From an optimization exercise on the open Yosys and OpenROAD flow, aimed at small area; shortcuts taken in it are not production practice. RTL that was checked went through simulation tests only; none was proved equivalent to the original. Function not checked in run 8: the RTL went through the layout flow alone. No activity file was given, so power comes from the tool's default toggle rates.

`design.v`:
```
module segment_descriptor_codec (
    input  wire [31:0] base,
    input  wire [31:0] limit,
    input  wire [7:0]  access,
    input  wire [63:0] rec,
    output wire [63:0] enc,
    output wire [31:0] dec_base,
    output wire [31:0] dec_limit,
    output wire        dec_gran
);
    wire bytg = (limit[31:17] == 15'd0) && (!limit[16] || (limit[15:0] == 16'd0));
    wire [19:0] lp = limit[31:12];
    wire [20:0] bw;
    assign bw[0] = ~&limit[11:0];
    genvar i;
    generate for (i = 0; i < 20; i = i + 1) begin : g_dec
        assign bw[i+1] = bw[i] & ~lp[i];
    end endgenerate
    wire [19:0] pg = lp ^ bw[19:0];
    wire [19:0] lim20 = bytg ? limit[19:0] : pg;
    wire [3:0]  flags = {~bytg, 3'b100};
    assign enc = {base[31:24],             
                  flags, lim20[19:16],     
                  access,                  
                  base[23:0],              
                  lim20[15:0]};            
    wire [19:0] raw = {rec[51:48], rec[15:0]};
    assign dec_gran  = rec[55] & rec[54];
    assign dec_base  = {rec[63:56], rec[39:16]};
    assign dec_limit = dec_gran ? {raw, 12'hFFF} : {12'd0, raw};
endmodule
module annette_desc_block (
    input  wire        clk,
    input  wire        rst,           
    input  wire [31:0] table_base,
    input  wire        cpl0,
    output wire        cmd_ready,
    input  wire        cmd_valid,
    input  wire [7:0]  cmd,
    input  wire [31:0] base_in,
    input  wire [31:0] limit_in,
    input  wire [7:0]  access_in,
    input  wire [63:0] rec_in,
    input  wire        res_rd,
    input  wire        wr_valid,
    input  wire [31:0] wr_addr,
    input  wire [1:0]  wr_size,
    output wire [63:0] res,
    output wire [7:0]  status,
    output wire        mem_we,
    output wire [31:0] mem_addr,
    output wire [63:0] mem_wdata,
    input  wire        mem_ready,
    output wire        gdtr_we,
    output wire [15:0] gdtr_limit,
    output wire [31:0] gdtr_base
);
    localparam [2:0] F_ILLEGAL_COMMAND     = 3'd1;
    localparam [2:0] F_NOT_INSTALLED       = 3'd2;
    localparam [2:0] F_ALREADY_INSTALLED   = 3'd3;
    localparam [2:0] F_PRIVILEGE_VIOLATION = 3'd4;
    localparam [2:0] F_TABLE_REGION_WRAP   = 3'd5;
    localparam [2:0] F_TABLE_MUTATED       = 3'd6;
    localparam [2:0] F_READ_UNWRITTEN      = 3'd7;
    reg  [2:0]  st;
    reg  [2:0]  cause;
    reg  [63:0] r;
    wire idle      = ~st[2] & ~st[0];
    wire life      = st[1] & ~st[2];
    wire fault     = |cause;
    wire written   = ~r[63] | r[54];
    wire [63:0] enc_rec;
    wire [31:0] dec_base, dec_limit;
    wire        dec_gran;
    segment_descriptor_codec u_codec (
        .base      (base_in),
        .limit     (limit_in),
        .access    (access_in),
        .rec       (rec_in),
        .enc       (enc_rec),
        .dec_base  (dec_base),
        .dec_limit (dec_limit),
        .dec_gran  (dec_gran)
    );
    wire [1:0]  idx = st[1:0];
    wire [26:0] A   = wr_addr[31:5];
    wire [26:0] T   = table_base[31:5];
    wire [5:0]  lo  = {1'b0, wr_addr[4:0]} - {1'b0, table_base[4:0]};
    wire        bo  = lo[5];
    wire [2:0]  s   = {1'b0, table_base[4:3]} + {1'b0, idx};
    wire [27:0] c;
    wire [26:0] ma;                                  
    assign c[0]  = st[2] ? s[2] : bo;
    assign ma[0] = 1'b1;
    genvar i;
    generate for (i = 0; i < 27; i = i + 1) begin : g_inc
        if (i == 9 || i == 18) begin : g_grp
            assign c[i] = c[0] & (&T[i-1:0]);
        end else if (i > 0) begin : g_rip
            assign c[i] = c[i-1] & T[i-1];
        end
        if (i > 0) begin : g_ma
            assign ma[i] = ma[i-1] & A[i-1];
        end
    end endgenerate
    wire [26:0] TP  = T ^ c[26:0];
    wire [26:0] y   = A ^ TP;
    wire        z0  = ~|y;                           
    wire        m1  = ~|(y ^ ma);                    
    wire [4:0]  ol  = lo[4:0];
    wire        w8  = (&ol[4:3]) & (ol[2:0] != 3'd0);
    wire        w4  = (&ol[4:2]) & (ol[1:0] != 2'd0);
    wire        w2  = &ol;
    wire        wr_hits = z0 | (m1 & ((wr_size == 2'd3 & w8) |
                                      (wr_size == 2'd2 & w4) |
                                      (wr_size == 2'd1 & w2)));
    wire       g   = idx[1];    
    assign cmd_ready  = idle;
    assign res        = {r[63:54], 2'b00, r[51:0]};
    assign status     = {1'b0, 1'b0, cause, fault, life, 1'b0};
    assign mem_we     = st[2];
    assign mem_addr   = {TP, s[1:0], table_base[2:0]};
    assign mem_wdata  = {8'h00, g, 1'b1, 6'h00,
                         g, 2'b00, g, g & ~idx[0], 1'b0, g, 1'b0,
                         24'h000000, 2'b00, {14{g}}};
    assign gdtr_we    = ~st[2] & st[0];
    assign gdtr_limit = 16'd31;
    assign gdtr_base  = table_base;
    wire take  = idle & ~fault;
    wire c_cmd = take & cmd_valid;
    wire c_hi  = cmd[7:5] == 3'd0;
    wire k00   = c_hi & (cmd[4:0] == 5'h00);
    wire k01   = c_hi & (cmd[4:0] == 5'h01);
    wire k02   = c_hi & (cmd[4:0] == 5'h02);
    wire k03   = c_hi & (cmd[4:0] == 5'h03);
    wire k04   = c_hi & (cmd[4:0] == 5'h04);
    wire k10   = c_hi & (cmd[4:0] == 5'h10);
    wire k1x   = c_hi & (cmd[4:2] == 3'b100) & (cmd[1:0] != 2'b11) & (cmd[1:0] != 2'b00);
    wire kill  = ~(k00 | k01 | k02 | k03 | k04 | k10 | k1x);
    wire w_enc = c_cmd & k01;
    wire w_db  = c_cmd & k02;
    wire w_dl  = c_cmd & k03;
    wire w_dg  = c_cmd & k04;
    wire w_sel = c_cmd & k1x & life;
    wire w_res = w_enc | w_db | w_dl | w_dg | w_sel;
    wire hold  = ~w_res;
    wire        G    = rec_in[55] & rec_in[54];
    reg  [31:0] lo_new;
    integer k;
    always @* begin
        for (k = 0; k < 32; k = k + 1) begin
            lo_new[k] = w_enc & enc_rec[k];
            lo_new[k] = lo_new[k] | (w_db & dec_base[k]);
            lo_new[k] = lo_new[k] | (w_dl & dec_limit[k]);
        end
        lo_new[0] = lo_new[0] | (w_dg & G);
        lo_new[3] = lo_new[3] | (w_sel & cmd[1]);
        lo_new[4] = lo_new[4] | w_sel;
    end
    wire [2:0] f_new =
        ~c_cmd ? ((take & res_rd & ~written) ? F_READ_UNWRITTEN :
                  (take & ~res_rd & wr_valid & life & wr_hits) ? F_TABLE_MUTATED : 3'd0) :
        kill   ? F_ILLEGAL_COMMAND :
        k10    ? (life ? F_ALREADY_INSTALLED :
                  ((&table_base[31:5]) && (|table_base[4:0])) ? F_TABLE_REGION_WRAP : 3'd0) :
        k1x    ? (life ? 3'd0 : F_NOT_INSTALLED) : 3'd0;
    wire start = c_cmd & k10 & ~life & ~((&table_base[31:5]) && (|table_base[4:0]));
    always @(posedge clk) begin
        if (rst) begin
            st    <= 3'b000;
            cause <= 3'd0;
            r[63] <= 1'b1;
            r[54] <= 1'b0;
        end else begin
            if (f_new != 3'd0)
                cause <= f_new;
            if (w_res) begin
                r[63] <= w_enc & enc_rec[63];
                r[54] <= w_enc;
            end
            if (start)
                st <= 3'b100;
            else if (st[2]) begin
                if (mem_ready) begin
                    if (idx != 2'd3)
                        st <= {1'b1, idx + 2'd1};
                    else if (cpl0)
                        st <= 3'b001;
                    else begin
                        st    <= 3'b000;
                        cause <= F_PRIVILEGE_VIOLATION;
                    end
                end
            end else if (st[0])
                st <= 3'b010;
        end
    end
    always @(posedge clk) begin
        r[62:55] <= ({8{w_enc}}  & enc_rec[62:55]) | ({8{hold}}  & r[62:55]);
        r[53:32] <= ({22{w_enc}} & enc_rec[53:32]) | ({22{hold}} & r[53:32]);
        r[31:0]  <= lo_new | ({32{hold}} & r[31:0]);
    end
endmodule
```
`flow/run.sh`:
```
#!/bin/bash
# The standard layout (standard.sh, unchanged synthesis and steps) with
# two placement/CTS choices:
#  - every input and output port still gets its own buffer, made from the
#    smallest buffer cell (buf_1) instead of the default pick;
#  - clock tree from clkbuf_8 cells, without CTS dummy loads.
# Each run's full output goes to standard.log in this folder.
export BUFFER_PORTS_ARGS="-buffer_cell sky130_fd_sc_hd__buf_1"
export CTS_ARGS="-sink_clustering_enable -repair_clock_nets -buf_list sky130_fd_sc_hd__clkbuf_8 -dont_use_dummy_load"
bash standard.sh > standard.log 2>&1
```
`standard.sh`:
```
#!/bin/bash
# synth_recipe.tcl (not shown) runs the flow's synth.tcl, then flattens the netlist and writes it again
# the make line also repeats each setting of config.mk as NAME=value (left out here)
make -C /OpenROAD-flow-scripts/flow DESIGN_CONFIG=/design/flow/config.mk WORK_HOME=/design/flow/orfs CLKGATE_MAP_FILE= SYNTH_SCRIPT=/design/flow/synth_recipe.tcl "${@:-finish}"
```
`config.mk`:
```
export PLATFORM = sky130hd
export DESIGN_NAME = annette_desc_block
export DESIGN_NICKNAME = annette_desc_block
export VERILOG_FILES = /design/flow/design.v
export SDC_FILE = /design/flow/constraint.sdc
export NUM_CORES = 4
export LEC_CHECK = 0
export CAP_MARGIN = 20
export CORE_MARGIN = 2
export CORE_UTILIZATION = 40
export SLEW_MARGIN = 20
```
`constraint.sdc`:
```
create_clock -name core_clock -period 10.0 [get_ports {clk}]
set_input_delay 2.0000 -clock core_clock [delete_from_list [all_inputs] [get_ports {clk}]]
set_output_delay 2.0000 -clock core_clock [all_outputs]
set_load 0.01 [all_outputs]
```
==> flow_summary.ini, run 1 <==
[pwr]
seqPwrFrac_pct = 43.7
share_comb_of_total_power_pct = 30.7
intPower_uw = 451
net-switching-power_uw = 237
swShare_pct = 34.4
vdd_drop_max_mv = 0.0465
leakage_uw = 0.00280
pwr-share-clk_pct = 25.6
pwr_density_cell_nw_per_um2 = 98.3

[detailed_routing]
dr.first_iter.drc_count = 414
finalWirelength_mm = 21.2
wire_per_inst_um = 17.3
routed-via-count = 6386
drcViolationCount = 0
drt-vias-per-instance = 5.21
first_pass_iters = 7
antenna_left = 0

[floorplan]
core-area_um2 = 14600
dieArea_um2 = 16000
chipWidth_um = 127
fp.dieH_um = 127
core.rowCount = 44
initial_utilization_pct = 41.2
io_pins = 436

[sta]
skew_ns = 0.0223
period_needed_ns = 7.57
timing.hold.ws_ns = 0.448
min_period_over_period_pct = 75.7
relSlewSlack_pct = 53.6
max_clock_freq_mhz = 132
setup_violations = 0
worst_pin_slew_ns = 0.697
setup_slack_ns = 2.43
slew_viol_final = 0
fin_tns_setup_ns = 0
rsz0062_at_grt = no
finalHoldViolCount = 0

[logic_synthesis]
yosys.area_share.xor_xnor_pct = 5.68
synth_mux_area_share_pct = 0.499
synthAdderAreaFrac_pct = 11.3
synth_seq_cells = 68
yosysSeqAreaShare_pct = 22.6
syn-cell-area_um2 = 6020
synth_edf_count = 0
avgSynthCellArea_um2 = 8.00
synth_top_family_by_area = simple AND/OR/NAND/NOR gates
yosys.area_share.simple_pct = 21.0
synth_compound_area_share_pct = 19.6
synth.distinct_cells = 66
synth_warnings = 1
synth-async-reset-ratio_pct = 0
synthFlopType = dfxtp_1
syn_inst = 752

[final_layout]
instances_no_fill = 1225
num_antenna_cells = 0
synthToLayoutAreaGrowth_pct = 16.3
final_nets = 1313
fin_util_pct = 48.0
drive_gt1_share_pct = 2.79

[clock_network]
cts_tree = yes
cts.htree.levels = 3
path_clk_slew_ns = 0.07
ctsResizeCount = 0
cts.sink_count = 68
cts_max_path_buffers = 2
root_buffer = clkbuf_8
cts_hold_buf = 0
clk_latency_ns = 0.36
cts-buffers-inserted = 9
cts_setup_buffers = 0

[min_path]
min-delay-path-class = register to register

[place]
post-place-cells = 1216
place_ws_ns = 2.48
io_buffers = 359
place.gp.congestion = 0.938
dp_hpwl_mm = 17.7

[global_route]
grt_overflow = 0
grt_max_degree = 62
antenna_found_initial = 0
grt_pass1_wl_mm = 31.1
grt_usage_pct = 24.5
first_global_vias = 5703

[critical_path]
startpoint_type = input pin
endpoint_kind = output port
crit_fanout = 5
cp.required_ns = 8.00
critical_path_class = input pin to output port
cp_data_arrival_time_ns = 5.57

[outcome]
status = timing/DRC/antenna clean

[job]
maxCapViolCount = 0
-- layer usage --
metal	wire, um	track usage [%]	share of wire [%]	up-vias
met1	9150	33.1	43	2935
met2	9970	40.4	47	323
met5	0	0	0	-
met3	1640	4.85	7.7	27
li1	-	-	-	3101
met4	395	6.01	1.9	0
-- cells in the final DEF (no fill, tap or decap), types with 9 or more instances in the layout --
cell type / instances
a222oi_1: 12
xnor2_1: 28
o21ai_0: 27
xor2_1: 11
buf_1: 359
nor3_1: 10
o211ai_1: 11
clkbuf_8: 9
a22o_1: 23
dfxtp_1: 68
nor2b_1: 11
ha_1: 51
conb_1: 66
nor2_1: 33
a22oi_1: 17
nor4_1: 14
a21oi_1: 32
nand3_1: 17
inv_1: 37
nand2_1: 81
nand4_1: 19
-- final cells by class --
type,instances,area (um^2)
clock buffers,9,124
inverters,37,139
well taps,184,230
repair buffers,364,1390
flip-flops and latches,68,1360
multi-input cells,563,3760
fillers,1561,7590
-- registers in the layout (all words and copies together) (netlist names) --
| name | count |
|---|---|
| st | 3 |
| cause | 3 |
| r | 62 |
-- cell families after synthesis --
kind of cell | Yosys count
simple gates | 235
buf+inv | 185
compound gates | 167
flops | 68
fa+ha+maj | 53
xor+xnor | 39
mux | 3
other cells | 2
-- path summary, 6_finish.rpt --
path	end	slack (ns)	from	cells past startpoint
hold / removal	r[51]$_DFF_P_	0.45	r[51]$_DFF_P_	2
setup / recovery	mem_addr[13]	2.43	table_base[1]	18
hold reg to reg	r[51]$_DFF_P_	0.45	r[51]$_DFF_P_	2
setup reg to reg	cause[2]$_SDFF_PP0_	5.20	st[1]$_SDFFE_PP0P_	21
-- synthesized netlist by cell type, types with 6 or more instances --
cell type	n	area (um^2)
nand2_1	81	304
xor2_1	11	96.3
buf_4	121	908
ha_1	51	638
nor2_1	33	124
nor2b_1	11	68.8
o21ai_1	8	40.0
o211ai_1	11	82.6
a222oi_1	12	120
inv_1	37	139
nor4_1	15	93.8
a22oi_1	17	128
a21oi_1	33	165
nor3_1	10	50.1
a22o_1	23	201
nand4_1	19	119
clkbuf_1	26	97.6
xnor2_1	28	245
o21ai_0	27	135
a31oi_1	7	43.8
nand3_1	17	85.1
dfxtp_1	68	1360
nand2b_1	6	37.5
-- through the flow --
stage	instance area, um^2	total power [uW]
after floorplan	6260	451
after global placement	6870	514
after detailed placement	6880	515
after CTS	7000	690
after global routing	7000	726
final	7000	688
-- power groups by stage --
stage | sequential [uW] | clock [uW] | combinational (uW)
after floorplan | 313 | 0 | 138
after global placement | 306 | 0 | 208
after detailed placement | 306 | 0 | 209
after CTS | 300 | 179 | 210
after global routing | 303 | 191 | 232
final | 301 | 176 | 211
-- critical path: stages --
cell and delay (ns):
buf_1 0.19, inv_1 0.12, ha_1 0.29, nand3b_1 0.09
a21boi_0 0.25, o21ai_0 0.20, a21oi_1 0.21, inv_1 0.10
ha_1 0.20, ha_1 0.18, ha_1 0.18, ha_1 0.18
ha_1 0.18, ha_1 0.18, ha_1 0.18, ha_1 0.19
xor2_1 0.43, buf_1 0.21
==> run 2: changes to the inputs <==
--- a/flow/run.sh
+++ b/flow/run.sh
@@ -8,3 +8,4 @@
 export BUFFER_PORTS_ARGS="-buffer_cell sky130_fd_sc_hd__buf_1"
 export CTS_ARGS="-sink_clustering_enable -repair_clock_nets -buf_list sky130_fd_sc_hd__clkbuf_8 -dont_use_dummy_load"
+export SKIP_REPAIR_TIE_FANOUT=1
 bash standard.sh > standard.log 2>&1
==> flow_summary.ini, run 2 <==
[clock_network]
path_clk_slew_ns = 0.06
cts_max_path_buffers = 2
cts_hold_buf = 0
cts.htree.levels = 3
clk_latency_ns = 0.36
cts_tree = yes
cts_setup_buffers = 0
cts-buffers-inserted = 9
cts.sink_count = 68
root_buffer = clkbuf_8
ctsResizeCount = 0

[final_layout]
n_fill_cell = 1574
num_antenna_cells = 0
reg.largest.list = r x62, cause x3, st x3
synthToLayoutAreaGrowth_pct = 12.2
fin_util_pct = 46.3
final_cell_mix = 359 x buf_1, 81 x nand2_1, 68 x dfxtp_1, 51 x ha_1, 37 x inv_1
largest_reg_flops = 62
final_common_cell = buf_1
regMostFlops = r
final_nets = 1247
drive_gt1_share_pct = 2.77

[floorplan]
io_pins = 436
fp.dieH_um = 127
chipWidth_um = 127
core-area_um2 = 14600
core.rowCount = 44
initial_utilization_pct = 41.2
dieArea_um2 = 16000

[logic_synthesis]
syn-cell-area_um2 = 6020
syn_inst = 752
synth_warnings = 1
synth.distinct_cells = 66
yosysSeqAreaShare_pct = 22.6
yosysTopAreaCell = dfxtp_1
netlist.area_leader.share_pct = 22.6
synth-async-reset-ratio_pct = 0
synthFlopType = dfxtp_1
synth_seq_cells = 68
avgSynthCellArea_um2 = 8.00
synth_edf_count = 0
yosysMostFrequentCell = buf_4
synth.area.top_cells = dfxtp_1 23%, buf_4 15%, ha_1 11%
ys_top_cells_by_count = 121 x buf_4, 81 x nand2_1, 68 x dfxtp_1

[sta]
fin_tns_setup_ns = 0
min_period_over_period_pct = 74.8
finalHoldViolCount = 0
slew_viol_final = 0
timing.hold.ws_ns = 0.450
worst_pin_slew_ns = 0.711
max_clock_freq_mhz = 134
setup_violations = 0
skew_ns = 0.0178
period_needed_ns = 7.48
rsz0062_at_grt = no
relSlewSlack_pct = 52.5

[job]
maxCapViolCount = 0

[critical_path]
startpoint_type = input pin
endpoint_kind = output port
cp_data_arrival_time_ns = 5.48
cp.required_ns = 8.00
critical_path_class = input pin to output port
crit_fanout = 5

[detailed_routing]
drt-vias-per-instance = 5.36
routed-via-count = 6218
finalWirelength_mm = 21.6
antenna_left = 0
wire_per_inst_um = 18.6
first_pass_iters = 5
drcViolationCount = 0
dr.first_iter.drc_count = 413

[global_route]
grt_max_degree = 61
antenna_found_initial = 0
grt_usage_pct = 25.5
grt_pass1_wl_mm = 32.2
first_global_vias = 5808
grt_overflow = 0

[place]
dp_hpwl_mm = 18.2
io_buffers = 359
place.gp.congestion = 0.929

[pwr]
leakage_uw = 0.00258
pwr_density_cell_nw_per_um2 = 102
vdd_drop_max_mv = 0.0536

[outcome]
status = timing/DRC/antenna clean

[min_path]
min-delay-path-class = register to register
## run 2: where the power goes
part	internal, uW	leakage (uW)	total, uW	switching, uW
Clock	80.2	0.0000647	176	96.1
Sequential	290	0.000553	300	10.1
Combinational	81.3	0.00196	215	133
## run 2: layout make-up
type	instances	area [um^2]	share of cell area (%)
sequential	68	1360	20.2
timing repair buffer	362	1370	20.3
clock buffer	9	124	1.84
multi-input combinational	499	3520	52.2
tap	184	230	3.41
inverter	37	139	2.06
## run 2: metrics by stage
step	power, uW	setup slack (ns)	instances	cell area [um^2]
final	690	2.52	1159	6750
after detailed placement	518	2.51	1150	6620
after global placement	517	2.54	1150	6620
after global routing	729	2.30	1159	6750
after CTS	692	2.49	1159	6740
after floorplan	451	3.28	752	6020
## run 2: logic make-up after synthesis
family / after synthesis / synth area share, %
XOR/XNOR: 39 / 5.68
buffers and inverters: 185 / 19.2
multiplexers: 3 / 0.499
flip-flops: 68 / 22.6
AO/OA/AOI/OAI: 167 / 19.6
adder cells (fa/ha/maj): 53 / 11.3
other: 2 / 0.125
AND/OR/NAND/NOR: 235 / 21.0
## run 2: worst paths after layout
kind                            from                  end  slack, ns  depth (start not counted)
hold reg to reg        r[48]$_DFF_P_        r[48]$_DFF_P_       0.45                          2
setup reg to reg  st[1]$_SDFFE_PP0P_  cause[2]$_SDFF_PP0_       5.08                         20
hold / removal         r[48]$_DFF_P_        r[48]$_DFF_P_       0.45                          2
setup / recovery       table_base[2]         mem_addr[13]       2.52                         18
## run 2: critical path, stage by stage
cell	delay, ns
buf_1	0.15
inv_1	0.06
ha_1	0.35
nand3b_1	0.11
a21boi_0	0.23
o21ai_0	0.11
a21oi_1	0.25
inv_1	0.15
ha_1	0.21
ha_1	0.18
ha_1	0.19
ha_1	0.19
ha_1	0.18
ha_1	0.18
ha_1	0.18
ha_1	0.20
xor2_1	0.38
buf_1	0.20
## run 2: layer usage
| metal | track usage (%) | part of all wire (%) | up-vias |
|---|---|---|---|
| li1 | - | - | 3039 |
| met4 | 6.27 | 1.7 | 0 |
| met5 | 0 | 0 | - |
| met2 | 44.7 | 50 | 269 |
| met3 | 4.98 | 6.8 | 27 |
| met1 | 32.1 | 41 | 2883 |
==> run 3: changes to the inputs <==
--- a/flow/run.sh
+++ b/flow/run.sh
@@ -1,8 +1,10 @@
 #!/bin/bash
 # The standard layout (standard.sh, unchanged synthesis and steps) with
-# two placement/CTS choices:
+# three placement/CTS choices:
 #  - every input and output port still gets its own buffer, made from the
 #    smallest buffer cell (buf_1) instead of the default pick;
-#  - clock tree from clkbuf_8 cells, without CTS dummy loads.
+#  - clock tree from clkbuf_8 cells, without CTS dummy loads;
+#  - constant outputs share the tie cells synthesis made (one per value)
+#    instead of one tie cell per output.
 # Each run's full output goes to standard.log in this folder.
 export BUFFER_PORTS_ARGS="-buffer_cell sky130_fd_sc_hd__buf_1"
==> flow_summary.ini, run 3 <==
[sta]
worst_pin_slew_ns = 0.711
skew_ns = 0.0178
min_period_over_period_pct = 74.8
max_clock_freq_mhz = 134
setup_slack_ns = 2.52
fin_tns_setup_ns = 0
finalHoldViolCount = 0
relSlewSlack_pct = 52.5
rsz0062_at_grt = no
slew_viol_final = 0
period_needed_ns = 7.48
setup_violations = 0

[floorplan]
initial_utilization_pct = 41.2
chipWidth_um = 127
io_pins = 436
core-area_um2 = 14600
dieArea_um2 = 16000
core.rowCount = 44
fp.dieH_um = 127

[critical_path]
cp.required_ns = 8.00
cp_top_family = adder cells
cp_num_buf_inv = 4
critical-path-slowest-cell = xor2_1
critical_path_class = input pin to output port
path_cells = buf_1 -> inv_1 -> ha_1 -> nand3b_1 -> a21boi_0 -> o21ai_0 -> a21oi_1 -> inv_1 -> ha_1 -> ha_1 -> ha_1 -> ha_1 -> ha_1 -> ha_1 -> ha_1 -> ha_1 -> xor2_1 -> buf_1
crit_top_cell = ha_1
endpoint_kind = output port
startpoint_type = input pin
max_stage_delay_ns = 0.38
crit_fanout = 5
cp_data_arrival_time_ns = 5.48

[global_route]
first_global_vias = 5808
grt_overflow = 0
antenna_found_initial = 0
grt_max_degree = 61
grt_pass1_wl_mm = 32.2
grt_usage_pct = 25.5

[clock_network]
clk_latency_ns = 0.36
cts_tree = yes
path_clk_slew_ns = 0.06
cts.sink_count = 68
cts_hold_buf = 0
cts_max_path_buffers = 2
cts-buffers-inserted = 9
cts.htree.levels = 3
cts_setup_buffers = 0
root_buffer = clkbuf_8
ctsResizeCount = 0

[job]
maxCapViolCount = 0

[detailed_routing]
finalWirelength_mm = 21.6
antenna_left = 0
drt-vias-per-instance = 5.36
wire_per_inst_um = 18.6
routed-via-count = 6218
drcViolationCount = 0
dr.first_iter.drc_count = 413
first_pass_iters = 5

[pwr]
pwr_density_cell_nw_per_um2 = 102
vdd_drop_max_mv = 0.0536
leakage_uw = 0.00258

[logic_synthesis]
netlist.area_leader.share_pct = 22.6
synth-async-reset-ratio_pct = 0
yosysSeqAreaShare_pct = 22.6
yosys.area_share.simple_pct = 21.0
synthAdderAreaFrac_pct = 11.3
synth_mux_area_share_pct = 0.499
synth.area.top_cells = dfxtp_1 23%, buf_4 15%, ha_1 11%
yosysMostFrequentCell = buf_4
syn-cell-area_um2 = 6020
avgSynthCellArea_um2 = 8.00
synth_warnings = 1
yosysTopAreaCell = dfxtp_1
synth_edf_count = 0
synth.distinct_cells = 66
synth_compound_area_share_pct = 19.6
syn_inst = 752
synth_top_family_by_area = simple AND/OR/NAND/NOR gates
synth_seq_cells = 68
yosys.area_share.xor_xnor_pct = 5.68
synthFlopType = dfxtp_1
ys_top_cells_by_count = 121 x buf_4, 81 x nand2_1, 68 x dfxtp_1

[place]
io_buffers = 359
place.gp.congestion = 0.929
place_ws_ns = 2.51
dp_hpwl_mm = 18.2
placed_cell_area_um2 = 6620

[final_layout]
reg.largest.list = r x62, cause x3, st x3
synthToLayoutAreaGrowth_pct = 12.2
n_fill_cell = 1574
largest_reg_flops = 62
stdcell_area_um2 = 6750
final_nets = 1247
regMostFlops = r
fin_util_pct = 46.3
final_common_cell = buf_1
final_cell_mix = 359 x buf_1, 81 x nand2_1, 68 x dfxtp_1, 51 x ha_1, 37 x inv_1
num_antenna_cells = 0
drive_gt1_share_pct = 2.77

[outcome]
status = timing/DRC/antenna clean

[min_path]
min-delay-path-class = register to register
run 3: area by class of cell:
class / instances / area [um^2] / area share (%)
tap: 184 / 230 / 3.41
inverter: 37 / 139 / 2.06
sequential: 68 / 1360 / 20.2
clock buffer: 9 / 124 / 1.84
timing repair buffer: 362 / 1370 / 20.3
multi-input combinational: 499 / 3520 / 52.2
run 3: power breakdown:
group          switching [uW]  internal [uW]
Clock                    96.1           80.2
Combinational             133           81.3
Sequential               10.1            290
run 3: worst paths after layout:
check / startpoint / endpoint / slack, ns / depth (start not counted)
worst max-delay path: table_base[2] / mem_addr[13] / 2.52 / 18
worst min register to register: r[48]$_DFF_P_ / r[48]$_DFF_P_ / 0.45 / 2
worst max register to register: st[1]$_SDFFE_PP0P_ / cause[2]$_SDFF_PP0_ / 5.08 / 20
worst min-delay path: r[48]$_DFF_P_ / r[48]$_DFF_P_ / 0.45 / 2
run 3: logic make-up after synthesis:
| logic type | count (synthesis) |
|---|---|
| fa+ha+maj | 53 |
| simple gates | 235 |
| compound gates | 167 |
| buf+inv | 185 |
| flops | 68 |
| other cells | 2 |
| mux | 3 |
| xor+xnor | 39 |
run 3: layer usage:
metal / vias up / share of wire, % / GRT usage [%]
li1: 3039 / - / -
met1: 2883 / 41 / 32.1
met2: 269 / 50 / 44.7
met3: 27 / 6.8 / 4.98
met5: - / 0 / 0
met4: 0 / 1.7 / 6.27
run 3: tightest hold or removal path: cells and delay by family (launching register included):
family,cells,cell delay (ns)
flip-flops,1,0.31
AND/OR/NAND/NOR,1,0.05
AO/OA/AOI/OAI,1,0.05
run 3: per-stage QoR:
stage | total power (uW) | hold slack, ns | cells
finish | 690 | 0.450 | 1159
global route | 729 | 0.470 | 1159
CTS | 692 | 0.452 | 1159
detailed placement | 518 | 0.443 | 1150
global placement | 517 | 0.434 | 1150
floorplan | 451 | 0.467 | 752
==> run 4: changes to the inputs <==
==> run.sh (new file) <==
#!/bin/bash
# synth_recipe.tcl (not shown) runs the flow's synth.tcl, then flattens the netlist and writes it again
# the make line also repeats each setting of config.mk as NAME=value (left out here)
make -C /OpenROAD-flow-scripts/flow DESIGN_CONFIG=/design/flow/config.mk WORK_HOME=/design/flow/orfs CLKGATE_MAP_FILE= SYNTH_SCRIPT=/design/flow/synth_recipe.tcl finish
--- a/config.mk
+++ b/config.mk
@@ -9,3 +9,4 @@
 export CORE_MARGIN = 2
 export CORE_UTILIZATION = 40
+export CTS_BUF_LIST = sky130_fd_sc_hd__clkbuf_8
 export SLEW_MARGIN = 20
removed: flow/run.sh
removed: standard.sh
==> flow_summary.ini, run 4 <==
[clock_network]
cts_tree = yes
cts_max_path_buffers = 2
cts.sink_count = 68
ctsResizeCount = 0
cts.htree.levels = 3
path_clk_slew_ns = 0.08
cts_setup_buffers = 0
cts_hold_buf = 0
cts-buffers-inserted = 9
clk_latency_ns = 0.36
root_buffer = clkbuf_8

[detailed_routing]
dr.first_iter.drc_count = 394
drcViolationCount = 0
wire_per_inst_um = 18.9
finalWirelength_mm = 23.2
routed-via-count = 6402
first_pass_iters = 6
antenna_left = 0
drt-vias-per-instance = 5.20

[final_layout]
largest_reg_flops = 62
final_common_cell = clkdlybuf4s50_1
reg.largest.list = r x62, cause x3, st x3
instances_no_fill = 1232
final_nets = 1312
regMostFlops = r
stdcell_area_um2 = 9330
ff_latch_area_um2 = 1360
drive_gt1_share_pct = 3.34
multi_input_area_um2 = 3760
synthToLayoutAreaGrowth_pct = 55.0
final_cell_mix = 359 x clkdlybuf4s50_1, 81 x nand2_1, 68 x dfxtp_1, 66 x conb_1, 51 x ha_1
n_fill_cell = 1339
fin_util_pct = 63.9

[job]
maxCapViolCount = 0

[floorplan]
fp.dieH_um = 127
initial_utilization_pct = 41.2
dieArea_um2 = 16000
core-area_um2 = 14600
core.rowCount = 44
chipWidth_um = 127
io_pins = 436

[pwr]
vdd_drop_max_mv = 0.0625
pwr_density_cell_nw_per_um2 = 91.2
leakage_uw = 0.00377

[logic_synthesis]
yosysSeqAreaShare_pct = 22.6
syn-cell-area_um2 = 6020
synth-async-reset-ratio_pct = 0
synthFlopType = dfxtp_1
netlist.area_leader.share_pct = 22.6
ys_top_cells_by_count = 121 x buf_4, 81 x nand2_1, 68 x dfxtp_1
synth_seq_cells = 68
avgSynthCellArea_um2 = 8.00
synth.area.top_cells = dfxtp_1 23%, buf_4 15%, ha_1 11%
synth_edf_count = 0
synth_warnings = 1
syn_inst = 752
synth.distinct_cells = 66
yosysTopAreaCell = dfxtp_1
yosysMostFrequentCell = buf_4

[critical_path]
critical_path_class = input pin to output port
startpoint_type = input pin
cp.required_ns = 8.00
endpoint_kind = output port
cp_data_arrival_time_ns = 6.29
crit_fanout = 5

[sta]
skew_ns = 0.00896
rsz0062_at_grt = no
min_period_over_period_pct = 82.9
setup_violations = 0
slew_viol_final = 0
period_needed_ns = 8.29
relSlewSlack_pct = 51.4
finalHoldViolCount = 0
fin_tns_setup_ns = 0
worst_pin_slew_ns = 0.729
setup_slack_ns = 1.71
max_clock_freq_mhz = 121

[global_route]
antenna_found_initial = 1
grt_max_degree = 62
grt_pass1_wl_mm = 35.2
grt_usage_pct = 28.0
first_global_vias = 6121
grt_overflow = 0

[place]
dp_hpwl_mm = 19.4
post-place-cells = 1215
placed_cell_area_um2 = 9110
place_ws_ns = 1.74
place.gp.congestion = 0.923
io_buffers = 359

[outcome]
status = timing/DRC/antenna clean

[min_path]
min-delay-path-class = register to register
[run 4: final cells by class]
cell class	count	area share (%)
Multi-Input combinational cell	563	40.4
Timing Repair Buffer	363	38.9
Sequential cell	68	14.6
Tap cell	184	2.47
Inverter	37	1.49
Clock buffer	9	1.33
Clock inverter	7	0.872
Antenna cell	1	0.0268
[run 4: stage by stage]
stage               hold slack [ns]  power (uW)
floorplan                     0.467         451
global placement              0.428         610
detailed placement            0.437         610
CTS                           0.452         857
global route                  0.486         894
finish                        0.450         851
[run 4: final timing paths]
check	start	endpoint	slack [ns]	cells past startpoint
setup reg to reg	st[1]$_SDFFE_PP0P_	cause[2]$_SDFF_PP0_	5.24	21
hold / removal	r[55]$_DFF_P_	r[55]$_DFF_P_	0.45	2
hold reg to reg	r[55]$_DFF_P_	r[55]$_DFF_P_	0.45	2
setup / recovery	table_base[2]	mem_addr[13]	1.71	18
[run 4: cell families after synthesis]
group                    Yosys count  synth area share [%]
AO/OA/AOI/OAI                    167                  19.6
AND/OR/NAND/NOR                  235                  21.0
XOR/XNOR                          39                  5.68
multiplexers                       3                 0.499
other                              2                 0.125
flip-flops                        68                  22.6
buffers and inverters            185                  19.2
adder cells (fa/ha/maj)           53                  11.3
[run 4: per-layer routing]
layer	wire length, um	part of all wire [%]	GRT usage [%]	up-vias
met5	0	0	0	-
met4	413	1.8	7.30	0
li1	-	-	-	3121
met1	9520	41	34.6	2965
met2	11700	50	49.5	286
met3	1600	6.9	5.82	30
[run 4: worst max-delay path, stage by stage]
cell	delay, ns
clkdlybuf4s50_1	0.55
inv_1	0.06
ha_1	0.34
nand3b_1	0.10
a21boi_0	0.22
o21ai_0	0.18
a21oi_1	0.22
inv_1	0.09
ha_1	0.19
ha_1	0.18
ha_1	0.18
ha_1	0.18
ha_1	0.18
ha_1	0.18
ha_1	0.19
ha_1	0.19
xor2_1	0.43
clkdlybuf4s50_1	0.64
[run 4: power by group]
group          total (uW)  internal, uW  leakage (uW)  switching [uW]
clock network         244           119      0.000101             125
logic                 307           175       0.00312             132
registers             300           289      0.000553            10.8
==> run 5: changes to the inputs <==
--- a/design.v
+++ b/design.v
@@ -106,13 +106,12 @@
     wire [26:0] TP  = T ^ c[26:0];
     wire [26:0] y   = A ^ TP;
-    wire        z0  = ~|y;                           
-    wire        m1  = ~|(y ^ ma);                    
+    wire        hi  = ~|(y[26:1] ^ (ma[26:1] & {26{y[0]}}));
     wire [4:0]  ol  = lo[4:0];
     wire        w8  = (&ol[4:3]) & (ol[2:0] != 3'd0);
     wire        w4  = (&ol[4:2]) & (ol[1:0] != 2'd0);
     wire        w2  = &ol;
-    wire        wr_hits = z0 | (m1 & ((wr_size == 2'd3 & w8) |
+    wire        wr_hits = hi & (~y[0] | (wr_size == 2'd3 & w8) |
                                       (wr_size == 2'd2 & w4) |
-                                      (wr_size == 2'd1 & w2)));
+                                      (wr_size == 2'd1 & w2));
     wire       g   = idx[1];    
     assign cmd_ready  = idle;
==> flow/run.sh (new file) <==
#!/bin/bash
# The standard layout (standard.sh, unchanged synthesis and steps) with
# four placement/CTS/routing choices:
#  - every input and output port still gets its own buffer, made from the
#    smallest buffer cell (buf_1) instead of the default pick;
#  - clock tree from clkbuf_8 cells, without CTS dummy loads;
#  - constant outputs share the tie cells synthesis made (one per value)
#    instead of one tie cell per output;
#  - after global routing, non-critical gates are downsized (ORFS's
#    RECOVER_POWER step, on all paths with positive slack).
# Each run's full output goes to standard.log in this folder.
export BUFFER_PORTS_ARGS="-buffer_cell sky130_fd_sc_hd__buf_1"
export CTS_ARGS="-sink_clustering_enable -repair_clock_nets -buf_list sky130_fd_sc_hd__clkbuf_8 -dont_use_dummy_load"
export SKIP_REPAIR_TIE_FANOUT=1
export RECOVER_POWER=100
bash standard.sh > standard.log 2>&1
==> standard.sh (new file) <==
#!/bin/bash
# synth_recipe.tcl (not shown) runs the flow's synth.tcl, then flattens the netlist and writes it again
# the make line also repeats each setting of config.mk as NAME=value (left out here)
make -C /OpenROAD-flow-scripts/flow DESIGN_CONFIG=/design/flow/config.mk WORK_HOME=/design/flow/orfs CLKGATE_MAP_FILE= SYNTH_SCRIPT=/design/flow/synth_recipe.tcl "${@:-finish}"
--- a/config.mk
+++ b/config.mk
@@ -9,4 +9,3 @@
 export CORE_MARGIN = 2
 export CORE_UTILIZATION = 40
-export CTS_BUF_LIST = sky130_fd_sc_hd__clkbuf_8
 export SLEW_MARGIN = 20
removed: run.sh
==> flow_summary.ini, run 5 <==
[outcome]
status = finished with violations
so.violations = capacitance limit, slew limit

[detailed_routing]
routed-via-count = 6092
wire_per_inst_um = 17.4
dr.first_iter.drc_count = 357
antenna_left = 0
finalWirelength_mm = 20.2
first_pass_iters = 5
drcViolationCount = 0
drt-vias-per-instance = 5.25

[critical_path]
path_cells = buf_1 -> inv_1 -> ha_1 -> inv_1 -> o21ai_0 -> a21o_1 -> a211oi_1 -> a21oi_1 -> nor2_1 -> ha_1 -> ha_1 -> ha_1 -> ha_1 -> ha_1 -> ha_1 -> ha_1 -> ha_1 -> xnor2_1 -> inv_1 -> buf_1
cp.required_ns = 8.00
crit_top_cell = ha_1
endpoint_kind = output port
cp_data_arrival_time_ns = 5.57
max_stage_delay_ns = 0.33
crit_fanout = 4
critical_path_class = input pin to output port
critical-path-slowest-cell = a21oi_1
startpoint_type = input pin

[sta]
slew_viol_final = 40
worst_pin_slew_ns = 1.72
period_needed_ns = 7.57
timing.hold.ws_ns = 0.447
relSlewSlack_pct = -14.7
finalHoldViolCount = 0
min_period_over_period_pct = 75.7
fin_tns_setup_ns = 0
setup_violations = 0
rsz0062_at_grt = no
skew_ns = 0.0180
max_clock_freq_mhz = 132

[logic_synthesis]
synthFlopType = dfxtp_1
synth.distinct_cells = 59
synth.area.top_cells = dfxtp_1 23%, buf_4 15%, ha_1 11%
synth_top_family_by_area = simple AND/OR/NAND/NOR gates
syn-cell-area_um2 = 5910
avgSynthCellArea_um2 = 7.87
syn_inst = 751
yosys.area_share.simple_pct = 20.2
ys_top_cells_by_count = 121 x buf_4, 91 x nand2_1, 68 x dfxtp_1
synth_compound_area_share_pct = 17.9
yosysSeqAreaShare_pct = 23.0
synth_edf_count = 0
synth_mux_area_share_pct = 2.25
synth_warnings = 1
yosysMostFrequentCell = buf_4
synth_seq_cells = 68
netlist.area_leader.share_pct = 23.0
yosysTopAreaCell = dfxtp_1
yosys.area_share.xor_xnor_pct = 4.74
synthAdderAreaFrac_pct = 11.7
synth-async-reset-ratio_pct = 0

[final_layout]
largest_reg_flops = 62
instances_no_fill = 1161
final_nets = 1248
n_fill_cell = 1607
synthToLayoutAreaGrowth_pct = 12.4
regMostFlops = r
drive_gt1_share_pct = 2.67
final_cell_mix = 359 x buf_1, 91 x nand2_1, 68 x dfxtp_1, 52 x ha_1, 44 x inv_1
reg.largest.list = r x62, cause x3, st x3
final_common_cell = buf_1

[clock_network]
path_clk_slew_ns = 0.06
cts-buffers-inserted = 9
root_buffer = clkbuf_8
clk_latency_ns = 0.35
cts_tree = yes
cts_max_path_buffers = 2
cts.htree.levels = 3
cts_hold_buf = 0
cts_setup_buffers = 0
ctsResizeCount = 0
cts.sink_count = 68

[floorplan]
fp.dieH_um = 126
initial_utilization_pct = 40.8
io_pins = 436
chipWidth_um = 126
core.rowCount = 44
core-area_um2 = 14500
dieArea_um2 = 15800

[pwr]
leakage_uw = 0.00260
share_comb_of_total_power_pct = 29.9
pwr-share-clk_pct = 25.7
vdd_drop_max_mv = 0.0488
pwr_density_cell_nw_per_um2 = 102
intPower_uw = 448
finalPower_uw = 676
net-switching-power_uw = 228
seqPwrFrac_pct = 44.4
swShare_pct = 33.7

[place]
io_buffers = 359
post-place-cells = 1149
place.gp.congestion = 0.880
dp_hpwl_mm = 16.8

[global_route]
first_global_vias = 5666
antenna_found_initial = 2
grt_usage_pct = 24.3
grt_pass1_wl_mm = 30.2
grt_overflow = 0
grt_max_degree = 61

[min_path]
min-delay-path-class = register to register

[job]
maxCapViolCount = 1
[run 5: changes by cell type in the layout (fill, tap and decap cells not counted), sizes merged, moves of 8 or more]
cell | previous run | this run
a222oi | 12 | 0
a221o | 1 | 14
mux2i | 3 | 11
nand2 | 81 | 91
clkdlybuf4s50 | 359 | 0
buf | 4 | 362
xnor2 | 28 | 17
nand3 | 17 | 27
a21oi | 33 | 19
conb | 66 | 2
o21ai | 35 | 43
[run 5: area by class of cell]
| class | count | area [um^2] | area share [%] |
|---|---|---|---|
| well taps | 184 | 230 | 3.47 |
| inverters | 44 | 165 | 2.49 |
| repair buffers | 364 | 1380 | 20.8 |
| clock buffers | 9 | 124 | 1.87 |
| diodes | 2 | 5.00 | 0.0754 |
| flip-flops and latches | 68 | 1360 | 20.5 |
| multi-input cells | 490 | 3370 | 50.8 |
[run 5: worst paths after layout]
path / startpoint / cells past startpoint / end / slack, ns
setup / recovery: table_base[2] / 20 / mem_addr[22] / 2.43
hold / removal: r[50]$_DFF_P_ / 2 / r[50]$_DFF_P_ / 0.45
setup reg to reg: st[1]$_SDFFE_PP0P_ / 21 / cause[1]$_SDFF_PP0_ / 4.90
hold reg to reg: r[50]$_DFF_P_ / 2 / r[50]$_DFF_P_ / 0.45
[run 5: routing by layer]
metal | share of wire [%] | vias up | GRT usage, %
li1 | - | 2996 | -
met1 | 41 | 2808 | 29.3
met2 | 51 | 258 | 43.0
met3 | 6.5 | 30 | 4.96
met4 | 2.2 | 0 | 7.91
met5 | 0 | - | 0
[run 5: through the flow]
step | area (um^2) | setup slack, ns | utilization, %
5_1_grt | 6640 | 2.18 | 45.9
3_5_place_dp | 6510 | 2.46 | 45.0
4_1_cts | 6640 | 2.43 | 45.8
2_1_floorplan | 5910 | 3.15 | -
6_report | 6640 | 2.43 | 45.9
3_3_place_gp | 6510 | 2.45 | 45.0
[run 5: worst max-delay path: cells and delay by family]
kind	cells	cell delay, ns
AOI/OAI and AO/OA	4	0.85
xor gates and xnor gates	1	0.32
adders and majority gates	9	1.82
buffers and inverters	5	0.49
and+or+nand+nor	1	0.09
[run 5: logic make-up (layout without fill, tap and decap cells)]
logic type                 count (synthesis)  count (layout)
muxes                                     13              13
and+or+nand+nor                          238             238
buffers and inverters                    193             417
other                                      2               4
DFF                                       68              68
AOI/OAI and AO/OA                        151             151
xor gates and xnor gates                  32              32
adders and majority gates                 54              54
[run 5: power by group through the flow]
| stage | combinational (uW) | clock [uW] | sequential, uW |
|---|---|---|---|
| floorplan | 133 | 0 | 313 |
| global placement | 200 | 0 | 305 |
| detailed placement | 202 | 0 | 305 |
| CTS | 202 | 180 | 300 |
| global route | 224 | 190 | 302 |
| finish | 202 | 174 | 300 |
==> run 6: changes to the inputs <==
==> flow/run.sh (replaced) <==
#!/bin/bash
# The standard layout (standard.sh, unchanged synthesis and steps) with
# three placement/CTS choices:
#  - every input and output port still gets its own buffer, made from the
#    smallest buffer cell (buf_1) instead of the default pick;
#  - clock tree from clkbuf_8 cells, without CTS dummy loads;
#  - constant outputs share the tie cells synthesis made (one per value)
#    instead of one tie cell per output.
# Each run's full output goes to standard.log in this folder.
export BUFFER_PORTS_ARGS="-buffer_cell sky130_fd_sc_hd__buf_1"
export CTS_ARGS="-sink_clustering_enable -repair_clock_nets -buf_list sky130_fd_sc_hd__clkbuf_8 -dont_use_dummy_load"
export SKIP_REPAIR_TIE_FANOUT=1
bash standard.sh > standard.log 2>&1
==> flow_summary.ini, run 6 <==
[floorplan]
core.rowCount = 44
chipWidth_um = 126
initial_utilization_pct = 40.8
dieArea_um2 = 15800
io_pins = 436
fp.dieH_um = 126
core-area_um2 = 14500

[logic_synthesis]
yosysSeqAreaShare_pct = 23.0
ys_top_cells_by_count = 121 x buf_4, 91 x nand2_1, 68 x dfxtp_1
yosysMostFrequentCell = buf_4
netlist.area_leader.share_pct = 23.0
syn-cell-area_um2 = 5910
avgSynthCellArea_um2 = 7.87
synth-async-reset-ratio_pct = 0
yosysTopAreaCell = dfxtp_1
syn_inst = 751
synth.area.top_cells = dfxtp_1 23%, buf_4 15%, ha_1 11%
synth.distinct_cells = 59
synth_warnings = 1
synth_edf_count = 0
synth_seq_cells = 68
synthFlopType = dfxtp_1

[final_layout]
regMostFlops = r
largest_reg_flops = 62
drive_gt1_share_pct = 2.97
reg.largest.list = r x62, cause x3, st x3
final_common_cell = buf_1
final_nets = 1248
synthToLayoutAreaGrowth_pct = 12.6
stdcell_area_um2 = 6650
instances_no_fill = 1161
final_cell_mix = 359 x buf_1, 91 x nand2_1, 68 x dfxtp_1, 52 x ha_1, 44 x inv_1

[min_path]
hp-start = r[55]$_DFF_P_
min-delay-path-class = register to register
hold_path_depth = 2

[clock_network]
root_buffer = clkbuf_8
cts.htree.levels = 3
cts_setup_buffers = 0
path_clk_slew_ns = 0.06
clk_latency_ns = 0.35
cts_tree = yes
cts_hold_buf = 0
cts-buffers-inserted = 9
cts.sink_count = 68
cts_max_path_buffers = 2
ctsResizeCount = 0

[critical_path]
timing.rr.start = st[1]$_SDFFE_PP0P_
critical-path-slowest-cell = a21oi_1
startpoint_type = input pin
cp.depth = 20
cp_data_arrival_time_ns = 5.56
crit_fanout = 4
reg2reg_depth = 21
endpoint_kind = output port
cp_top_family = adder cells
crit_top_cell = ha_1
path_cells = buf_1 -> inv_1 -> ha_1 -> inv_1 -> o21ai_0 -> a21o_1 -> a211oi_1 -> a21oi_1 -> nor2_1 -> ha_1 -> ha_1 -> ha_1 -> ha_1 -> ha_1 -> ha_1 -> ha_1 -> ha_1 -> xnor2_1 -> inv_1 -> buf_1
critical_path_class = input pin to output port
cp_num_buf_inv = 5
cp.required_ns = 8.00
cp-startpoint = table_base[2]
max_stage_delay_ns = 0.33

[sta]
finalHoldViolCount = 0
fin_tns_setup_ns = 0
slew_viol_final = 0
min_period_over_period_pct = 75.6
relSlewSlack_pct = 34.2
setup_violations = 0
skew_ns = 0.0183
timing.hold.ws_ns = 0.443
worst_pin_slew_ns = 0.987
period_needed_ns = 7.56
max_clock_freq_mhz = 132
rsz0062_at_grt = no

[global_route]
grt_max_degree = 61
grt_usage_pct = 24.3
grt_pass1_wl_mm = 30.2
antenna_found_initial = 2
grt_overflow = 0
first_global_vias = 5666

[detailed_routing]
first_pass_iters = 7
wire_per_inst_um = 17.4
drt-vias-per-instance = 5.27
drcViolationCount = 0
dr.first_iter.drc_count = 360
antenna_left = 0
routed-via-count = 6114
finalWirelength_mm = 20.2

[pwr]
leakage_uw = 0.00261
finalPower_uw = 675
vdd_drop_max_mv = 0.0489
pwr_density_cell_nw_per_um2 = 101

[outcome]
status = timing/DRC/antenna clean

[place]
place.gp.congestion = 0.880
placed_cell_area_um2 = 6510
dp_hpwl_mm = 16.8
post-place-cells = 1149
io_buffers = 359

[job]
maxCapViolCount = 0
-- run 6: path summary, 6_finish.rpt --
check / to / slack [ns]
hold reg to reg: r[55]$_DFF_P_ / 0.44
setup / recovery: mem_addr[22] / 2.44
hold / removal: r[55]$_DFF_P_ / 0.44
setup reg to reg: cause[1]$_SDFF_PP0_ / 4.91
-- run 6: final cells by class --
class | instances | area (um^2)
Fill cell | 1603 | 7830
Multi-Input combinational cell | 490 | 3380
Timing Repair Buffer | 364 | 1390
Sequential cell | 68 | 1360
Tap cell | 184 | 230
Inverter | 44 | 165
Clock buffer | 9 | 124
Antenna cell | 2 | 5.00
-- run 6: kinds of logic after synthesis --
family	after synthesis	share of synthesized area [%]
xor gates and xnor gates	32	4.74
muxes	13	2.25
buffers and inverters	193	20.0
adders and majority gates	54	11.7
and+or+nand+nor	238	20.2
other	2	0.127
DFF	68	23.0
AOI/OAI and AO/OA	151	17.9
-- run 6: routing by layer --
| layer | vias to the layer above | share of wire (%) | GRT usage (%) |
|---|---|---|---|
| met5 | - | 0 | 0 |
| met4 | 0 | 2.4 | 7.91 |
| met3 | 35 | 6.4 | 4.96 |
| met2 | 261 | 50 | 43.0 |
| met1 | 2822 | 41 | 29.3 |
| li1 | 2996 | - | - |
-- run 6: metrics by stage --
step | setup slack, ns | utilization [%]
2_1_floorplan | 3.15 | -
3_3_place_gp | 2.45 | 45.0
3_5_place_dp | 2.46 | 45.0
4_1_cts | 2.43 | 45.8
5_1_grt | 2.18 | 46.0
6_report | 2.44 | 46.0
-- run 6: report_power, final --
group	switching (uW)	total (uW)	internal, uW
combinational	124	202	78.3
sequential	10.5	300	289
clock	92.8	173	80.2
-- run 6: worst min-delay path, stage by stage, from the launching register on --
cell and delay, ns:
dfxtp_1 0.31, nand2_1 0.05, nand2_1 0.04
==> run 7: changes to the inputs <==
==> flow/run.sh (replaced) <==
#!/bin/bash
# The standard layout (standard.sh, unchanged synthesis and steps) with
# three placement/CTS choices:
#  - every input and output port still gets its own buffer, made from the
#    smallest buffer cell (buf_1) instead of the default pick;
#  - clock tree from clkbuf_4 cells, without CTS dummy loads;
#  - constant outputs share the tie cells synthesis made (one per value)
#    instead of one tie cell per output.
# Each run's full output goes to standard.log in this folder.
export BUFFER_PORTS_ARGS="-buffer_cell sky130_fd_sc_hd__buf_1"
export CTS_ARGS="-sink_clustering_enable -repair_clock_nets -buf_list sky130_fd_sc_hd__clkbuf_4 -dont_use_dummy_load"
export SKIP_REPAIR_TIE_FANOUT=1
bash standard.sh > standard.log 2>&1
--- a/config.mk
+++ b/config.mk
@@ -8,4 +8,5 @@
 export CAP_MARGIN = 20
 export CORE_MARGIN = 2
-export CORE_UTILIZATION = 40
+export CORE_UTILIZATION = 70
+export PLACE_DENSITY = 0.8
 export SLEW_MARGIN = 20
==> flow_summary.ini, run 7 <==
[logic_synthesis]
synth_seq_cells = 68
synth_warnings = 1
syn_inst = 751
yosysMostFrequentCell = buf_4
synth.area.top_cells = dfxtp_1 23%, buf_4 15%, ha_1 11%
syn-cell-area_um2 = 5910
ys_top_cells_by_count = 121 x buf_4, 91 x nand2_1, 68 x dfxtp_1
avgSynthCellArea_um2 = 7.87
yosysSeqAreaShare_pct = 23.0
synth_edf_count = 0
yosysTopAreaCell = dfxtp_1
netlist.area_leader.share_pct = 23.0
synthFlopType = dfxtp_1
synth.distinct_cells = 59
synth-async-reset-ratio_pct = 0

[floorplan]
initial_utilization_pct = 71.9
chipWidth_um = 95.9
core.rowCount = 33
fp.dieH_um = 95.9

[outcome]
status = did not finish
error = [ERROR PPL-0024] Number of IO pins (436) exceeds maximum number of available positions (338). Increase the die perimeter from 383.44um to 592.96um.
stop_stage = I/O pin placement (3_2_place_iop)
[run 7: logic make-up after synthesis]
family                   Yosys count  share of synthesized area (%)
AND/OR/NAND/NOR                  238                           20.2
buffers and inverters            193                           20.0
AO/OA/AOI/OAI                    151                           17.9
other                              2                          0.127
multiplexers                      13                           2.25
adder cells (fa/ha/maj)           54                           11.7
XOR/XNOR                          32                           4.74
flip-flops                        68                           23.0
==> run 8: changes to the inputs <==
--- a/design.v
+++ b/design.v
@@ -90,7 +90,9 @@
     wire [2:0]  s   = {1'b0, table_base[4:3]} + {1'b0, idx};
     wire [27:0] c;
-    wire [26:0] ma;                                  
+    wire [26:0] TP  = T ^ c[26:0];
+    wire [26:0] y   = A ^ TP;
+    wire [26:0] mb;                                  
     assign c[0]  = st[2] ? s[2] : bo;
-    assign ma[0] = 1'b1;
+    assign mb[0] = y[0];
     genvar i;
     generate for (i = 0; i < 27; i = i + 1) begin : g_inc
@@ -100,11 +102,9 @@
             assign c[i] = c[i-1] & T[i-1];
         end
-        if (i > 0) begin : g_ma
-            assign ma[i] = ma[i-1] & A[i-1];
+        if (i > 0) begin : g_mb
+            assign mb[i] = mb[i-1] & A[i-1];
         end
     end endgenerate
-    wire [26:0] TP  = T ^ c[26:0];
-    wire [26:0] y   = A ^ TP;
-    wire        hi  = ~|(y[26:1] ^ (ma[26:1] & {26{y[0]}}));
+    wire        hi  = ~|(y[26:1] ^ mb[26:1]);       
     wire [4:0]  ol  = lo[4:0];
     wire        w8  = (&ol[4:3]) & (ol[2:0] != 3'd0);
==> flow/run.sh (replaced) <==
#!/bin/bash
# The standard layout (standard.sh, unchanged synthesis and steps) with
# three placement/CTS choices:
#  - every input and output port still gets its own buffer, made from the
#    smallest buffer cell (buf_1) instead of the default pick;
#  - clock tree from clkbuf_8 cells, without CTS dummy loads;
#  - constant outputs share the tie cells synthesis made (one per value)
#    instead of one tie cell per output.
# Each run's full output goes to standard.log in this folder.
export BUFFER_PORTS_ARGS="-buffer_cell sky130_fd_sc_hd__buf_1"
export CTS_ARGS="-sink_clustering_enable -repair_clock_nets -buf_list sky130_fd_sc_hd__clkbuf_8 -dont_use_dummy_load"
export SKIP_REPAIR_TIE_FANOUT=1
bash standard.sh > standard.log 2>&1
--- a/config.mk
+++ b/config.mk
@@ -8,5 +8,4 @@
 export CAP_MARGIN = 20
 export CORE_MARGIN = 2
-export CORE_UTILIZATION = 70
-export PLACE_DENSITY = 0.8
+export CORE_UTILIZATION = 40
 export SLEW_MARGIN = 20
==> flow_summary.ini, run 8 <==
[job]
maxCapViolCount = 0

[sta]
setup_violations = 0
slew_viol_final = 0
relSlewSlack_pct = 49.3
finalHoldViolCount = 0
skew_ns = 0.0257
max_clock_freq_mhz = 134
worst_pin_slew_ns = 0.758
min_period_over_period_pct = 74.7
fin_tns_setup_ns = 0
rsz0062_at_grt = no
timing.hold.ws_ns = 0.441
period_needed_ns = 7.47

[min_path]
hp-start = r[51]$_DFF_P_
hold_path_depth = 2
holdPathEnd = r[51]$_DFF_P_
min-delay-path-class = register to register

[detailed_routing]
dr.first_iter.drc_count = 530
drt-vias-per-instance = 5.38
route.met2.wl_mm = 10.8
finalWirelength_mm = 21.1
routed-via-count = 6243
wl_met1_mm = 8.19
first_pass_iters = 6
met3_length_mm = 1.53
routed.top_layer = met4
drcViolationCount = 0
antenna_left = 0
wire_per_inst_um = 18.2

[pwr]
intPower_uw = 449
net-switching-power_uw = 232
leakage_uw = 0.00269
swShare_pct = 34.0
vdd_drop_max_mv = 0.0747
seqPwrFrac_pct = 44.1
share_comb_of_total_power_pct = 30.4
pwr_density_cell_nw_per_um2 = 101
pwr-share-clk_pct = 25.5

[final_layout]
reg.largest.list = r x62, cause x3, st x3
largest_reg_flops = 62
drive_gt1_share_pct = 2.68
final_nets = 1244
synthToLayoutAreaGrowth_pct = 12.8
fin_util_pct = 46.2
regMostFlops = r
stdcell_area_um2 = 6710
final_cell_mix = 359 x buf_1, 108 x nand2_1, 68 x dfxtp_1, 52 x ha_1, 38 x inv_1
final_common_cell = buf_1

[clock_network]
root_buffer = clkbuf_8
cts-buffers-inserted = 9
cts_setup_buffers = 0
clk_latency_ns = 0.36
cts_hold_buf = 0
cts.htree.levels = 3
cts_max_path_buffers = 2
cts.sink_count = 68
ctsResizeCount = 0
cts_tree = yes
path_clk_slew_ns = 0.05

[logic_synthesis]
yosysSeqAreaShare_pct = 22.9
synthFlopType = dfxtp_1
avgSynthCellArea_um2 = 7.99
syn_inst = 745
syn-cell-area_um2 = 5950
synth_warnings = 1
ys_top_cells_by_count = 121 x buf_4, 108 x nand2_1, 68 x dfxtp_1
synth_edf_count = 0
yosysTopAreaCell = dfxtp_1
synth.distinct_cells = 63
yosysMostFrequentCell = buf_4
synth.area.top_cells = dfxtp_1 23%, buf_4 15%, ha_1 11%
netlist.area_leader.share_pct = 22.9
synth_seq_cells = 68
synth-async-reset-ratio_pct = 0

[critical_path]
timing.rr.start = st[1]$_SDFFE_PP0P_
reg2reg_depth = 18
reg2reg_slack_ns = 5.18
cp.required_ns = 8.00
startpoint_type = input pin
crit_fanout = 4
rr_endpoint = cause[1]$_SDFF_PP0_
critical_path_class = input pin to output port
endpoint_kind = output port
cp_data_arrival_time_ns = 5.47

[place]
dp_hpwl_mm = 17.8
place.gp.congestion = 0.903
io_buffers = 359
placed_cell_area_um2 = 6570

[global_route]
antenna_found_initial = 5
first_global_vias = 5687
grt_overflow = 0
grt_usage_pct = 25.5
grt_max_degree = 61
grt_pass1_wl_mm = 31.5

[floorplan]
core-area_um2 = 14500
fp.dieH_um = 126
chipWidth_um = 126
io_pins = 436
initial_utilization_pct = 40.9
core.rowCount = 44
dieArea_um2 = 15900

[outcome]
status = timing/DRC/antenna clean
-- run 8: final cells by class --
cell class | instances | area [um^2]
fill | 1531 | 7830
multi-input combinational | 493 | 3460
timing repair buffer | 363 | 1380
sequential | 68 | 1360
tap | 184 | 230
inverter | 38 | 143
clock buffer | 9 | 124
antenna | 5 | 12.5
-- run 8: metal layers --
metal,track usage [%],vias up
met5,0,-
met4,8.99,0
met3,5.44,40
met2,45.4,279
met1,30.1,2916
li1,-,3008
-- run 8: power groups by stage --
stage	sequential [uW]	clock, uW	combinational, uW
floorplan	313	0	136
finish	300	173	207
CTS	300	179	208
global placement	306	0	205
global route	302	190	230
detailed placement	306	0	207
-- run 8: cell families (layout without fill, tap and decap cells) --
| logic type | after synthesis | after routing | share of synthesized area, % |
|---|---|---|---|
| flops | 68 | 68 | 22.9 |
| buf+inv | 184 | 410 | 19.3 |
| compound gates | 155 | 155 | 18.5 |
| fa+ha+maj | 54 | 54 | 11.6 |
| mux | 6 | 6 | 1.03 |
| simple gates | 239 | 239 | 20.6 |
| other cells | 2 | 7 | 0.126 |
| xor+xnor | 37 | 37 | 5.91 |
-- run 8: metrics by stage --
step,setup WS (ns),std cells,total power (uW)
2_1_floorplan,3.42,745,449
3_3_place_gp,2.54,1146,511
3_5_place_dp,2.54,1146,513
4_1_cts,2.52,1155,687
5_1_grt,2.27,1160,722
6_report,2.53,1160,681
-- run 8: worst max-delay path by stage --
stage,start,to
detailed placement,table_base[2],mem_addr[13]
CTS,table_base[2],mem_addr[13]
global route,table_base[2],mem_addr[31]
floorplan,table_base[2],mem_addr[13]
global placement,table_base[2],mem_addr[13]
finish,table_base[2],mem_addr[13]
-- run 8: worst max-delay path, cell delays in order --
cell and delay (ns):
buf_1 0.30, inv_1 0.08, ha_1 0.36, nand3b_1 0.09, nand2_1 0.09, a21o_1 0.13
a211oi_1 0.06, a21oi_1 0.39, inv_1 0.09, ha_1 0.20, ha_1 0.20, ha_1 0.18
ha_1 0.18, ha_1 0.18, ha_1 0.18, ha_1 0.18, ha_1 0.19, xor2_1 0.21
buf_1 0.18
==> run 9: changes to the inputs <==
--- a/design.v
+++ b/design.v
@@ -89,27 +89,25 @@
     wire        bo  = lo[5];
     wire [2:0]  s   = {1'b0, table_base[4:3]} + {1'b0, idx};
-    wire [27:0] c;
+    wire [27:0] c, ka;
+    assign c[0]  = st[2] ? s[2] : bo;
     wire [26:0] TP  = T ^ c[26:0];
-    wire [26:0] y   = A ^ TP;
-    wire [26:0] mb;                                  
-    assign c[0]  = st[2] ? s[2] : bo;
-    assign mb[0] = y[0];
+    wire        y0  = A[0] ^ TP[0];
+    assign ka[0] = y0;
     genvar i;
-    generate for (i = 0; i < 27; i = i + 1) begin : g_inc
+    generate for (i = 1; i < 27; i = i + 1) begin : g_inc
         if (i == 9 || i == 18) begin : g_grp
             assign c[i] = c[0] & (&T[i-1:0]);
-        end else if (i > 0) begin : g_rip
+        end else begin : g_rip
             assign c[i] = c[i-1] & T[i-1];
         end
-        if (i > 0) begin : g_mb
-            assign mb[i] = mb[i-1] & A[i-1];
-        end
+        assign ka[i] = ka[i-1] & A[i-1];
     end endgenerate
-    wire        hi  = ~|(y[26:1] ^ mb[26:1]);       
+    wire [26:0] AY  = A ^ ka[26:0];
+    wire        hi  = (AY[26:1] == TP[26:1]);       
     wire [4:0]  ol  = lo[4:0];
     wire        w8  = (&ol[4:3]) & (ol[2:0] != 3'd0);
     wire        w4  = (&ol[4:2]) & (ol[1:0] != 2'd0);
     wire        w2  = &ol;
-    wire        wr_hits = hi & (~y[0] | (wr_size == 2'd3 & w8) |
+    wire        wr_hits = hi & (~y0 | (wr_size == 2'd3 & w8) |
                                       (wr_size == 2'd2 & w4) |
                                       (wr_size == 2'd1 & w2));
==> flow_summary.ini, run 9 <==
[outcome]
status = timing/DRC/antenna clean

[clock_network]
path_clk_slew_ns = 0.06
clk_latency_ns = 0.35
cts.htree.levels = 3
cts_setup_buffers = 0
cts.sink_count = 68
root_buffer = clkbuf_8
cts-buffers-inserted = 9
ctsResizeCount = 0
cts_tree = yes
cts_max_path_buffers = 2
cts_hold_buf = 0

[critical_path]
critical-path-slowest-cell = ha_1
cp.required_ns = 10.26
endpoint_kind = register
cp_data_arrival_time_ns = 9.56
crit_top_cell = ha_1
max_stage_delay_ns = 0.29
startpoint_type = input pin
cp_num_buf_inv = 4
cp_top_family = adder cells
crit_fanout = 4
critical_path_class = input pin to register

[place]
dp_hpwl_mm = 17.2
place.gp.congestion = 0.935
io_buffers = 359
placed_cell_area_um2 = 6390

[sta]
rsz0062_at_grt = no
slew_viol_final = 0
finalHoldViolCount = 0
max_clock_freq_mhz = 108
relSlewSlack_pct = 46.7
fin_tns_setup_ns = 0
skew_ns = 0.0261
worst_pin_slew_ns = 0.798
setup_violations = 0
timing.hold.ws_ns = 0.442
period_needed_ns = 9.29
min_period_over_period_pct = 92.9

[logic_synthesis]
synth_edf_count = 0
avgSynthCellArea_um2 = 8.40
synthFlopType = dfxtp_1
netlist.area_leader.share_pct = 23.7
synth_warnings = 1
synth.area.top_cells = dfxtp_1 24%, ha_1 17%, buf_4 16%
yosysMostFrequentCell = buf_4
syn_inst = 685
yosysSeqAreaShare_pct = 23.7
syn-cell-area_um2 = 5760
ys_top_cells_by_count = 121 x buf_4, 77 x ha_1, 68 x dfxtp_1
synth-async-reset-ratio_pct = 0
synth_seq_cells = 68
synth.distinct_cells = 51
yosysTopAreaCell = dfxtp_1

[floorplan]
fp.dieH_um = 124
dieArea_um2 = 15400
chipWidth_um = 124
core-area_um2 = 14000
io_pins = 436
initial_utilization_pct = 41.1
core.rowCount = 43

[detailed_routing]
met3_length_mm = 1.29
first_pass_iters = 5
drcViolationCount = 0
antenna_left = 0
wire_per_inst_um = 18.5
routed-via-count = 5668
routed.top_layer = met4
wl_met1_mm = 8.34
finalWirelength_mm = 20.2
drt-vias-per-instance = 5.19
dr.first_iter.drc_count = 265
route.met2.wl_mm = 10.3

[pwr]
vdd_drop_max_mv = 0.0745
pwr_density_cell_nw_per_um2 = 102
leakage_uw = 0.00266

[global_route]
antenna_found_initial = 1
grt_overflow = 0
grt_max_degree = 61
grt_usage_pct = 24.5
grt_pass1_wl_mm = 28.3
first_global_vias = 5128

[final_layout]
final_cell_mix = 359 x buf_1, 77 x ha_1, 68 x dfxtp_1, 62 x nand2_1, 35 x a22oi_1
stdcell_area_um2 = 6520
synthToLayoutAreaGrowth_pct = 13.2
final_common_cell = buf_1
final_nets = 1209
largest_reg_flops = 62
n_fill_cell = 1491
regMostFlops = r
reg.largest.list = r x62, cause x3, st x3
drive_gt1_share_pct = 3.51

[min_path]
min-delay-path-class = register to register

[job]
maxCapViolCount = 0
-- run 9: cell type report --
| cell class | count | area [um^2] | share of cell area [%] |
|---|---|---|---|
| multi-input cells | 436 | 3290 | 50.5 |
| repair buffers | 364 | 1390 | 21.3 |
| flip-flops and latches | 68 | 1360 | 20.9 |
| well taps | 180 | 225 | 3.46 |
| inverters | 34 | 128 | 1.96 |
| clock buffers | 9 | 124 | 1.90 |
| diodes | 1 | 2.50 | 0.0384 |
-- run 9: report_power, final --
group          switching [uW]  internal, uW
Clock                    91.3          80.2
Sequential               9.59           289
Combinational             120          76.5
Total                     220           446
-- run 9: kinds of logic (layout without fill, tap and decap cells) --
group | after synthesis | in the layout | synth area share (%)
compound gates | 137 | 137 | 16.8
fa+ha+maj | 79 | 79 | 17.4
buf+inv | 181 | 407 | 19.9
xor+xnor | 33 | 33 | 5.02
other cells | 2 | 3 | 0.130
flops | 68 | 68 | 23.7
mux | 8 | 8 | 1.57
simple gates | 177 | 177 | 15.5
-- run 9: stage by stage --
step                instances  power [uW]  util (%)  setup WS (ns)
CTS                      1091         668      46.6          0.680
global route             1092         706      46.6          0.104
floorplan                 685         440         -           1.12
finish                   1092         666      46.6          0.708
global placement         1082         498      45.6          0.466
detailed placement       1082         500      45.7          0.356
-- run 9: path summary, 6_finish.rpt --
path,start,endpoint,slack (ns),cells after the start
max,table_base[1],cause[1]$_SDFF_PP0_,0.71,43
min,r[55]$_DFF_P_,r[55]$_DFF_P_,0.44,2
max reg2reg,st[1]$_SDFFE_PP0P_,cause[1]$_SDFF_PP0_,2.37,38
min reg2reg,r[55]$_DFF_P_,r[55]$_DFF_P_,0.44,2
-- run 9: per-layer routing --
layer  vias to the layer above  GRT usage [%]
met5                         -              0
met1                      2637           31.5
met2                       256           43.7
met3                        19           4.03
met4                         0           4.42
li1                       2756              -
-- run 9: tightest hold or removal path, cell delays in order (launching register included) --
cell and delay [ns]:
dfxtp_1 0.31, nand2_1 0.05, nand2_1 0.04

## port drivers added, routing unchanged
How much do the figures lean on ideal ports? The routed layouts below were timed once more, with nothing changed but the port constraints.
Step 1, drivers: a clkbuf_16 drives clk and a buf_2 each remaining input, both assumed.
Step 2 also shifts input and output timing later by t, the mid clock arrival at the registers, as if the neighbouring blocks saw the same clock.
Three values: ideal, step 1, step 2; two values: the first two.
run | t (ns) | setup slack, ns
run 1 | 0.373 | 2.427 / 2.406 / 2.406
run 2 | 0.379 | 2.521 / 2.499 / 2.499
run 3 | 0.379 | 2.521 / 2.499 / 2.499
run 4 | 0.394 | 1.708 / 1.683 / 1.683
run 5 | 0.375 | 2.429 / 2.406 / 2.406
run 6 | 0.374 | 2.435 / 2.411 / 2.411
run 8 | 0.384 | 2.527 / 2.505 / 2.505
run 9 | 0.375 | 0.708 / 0.721 / 0.346
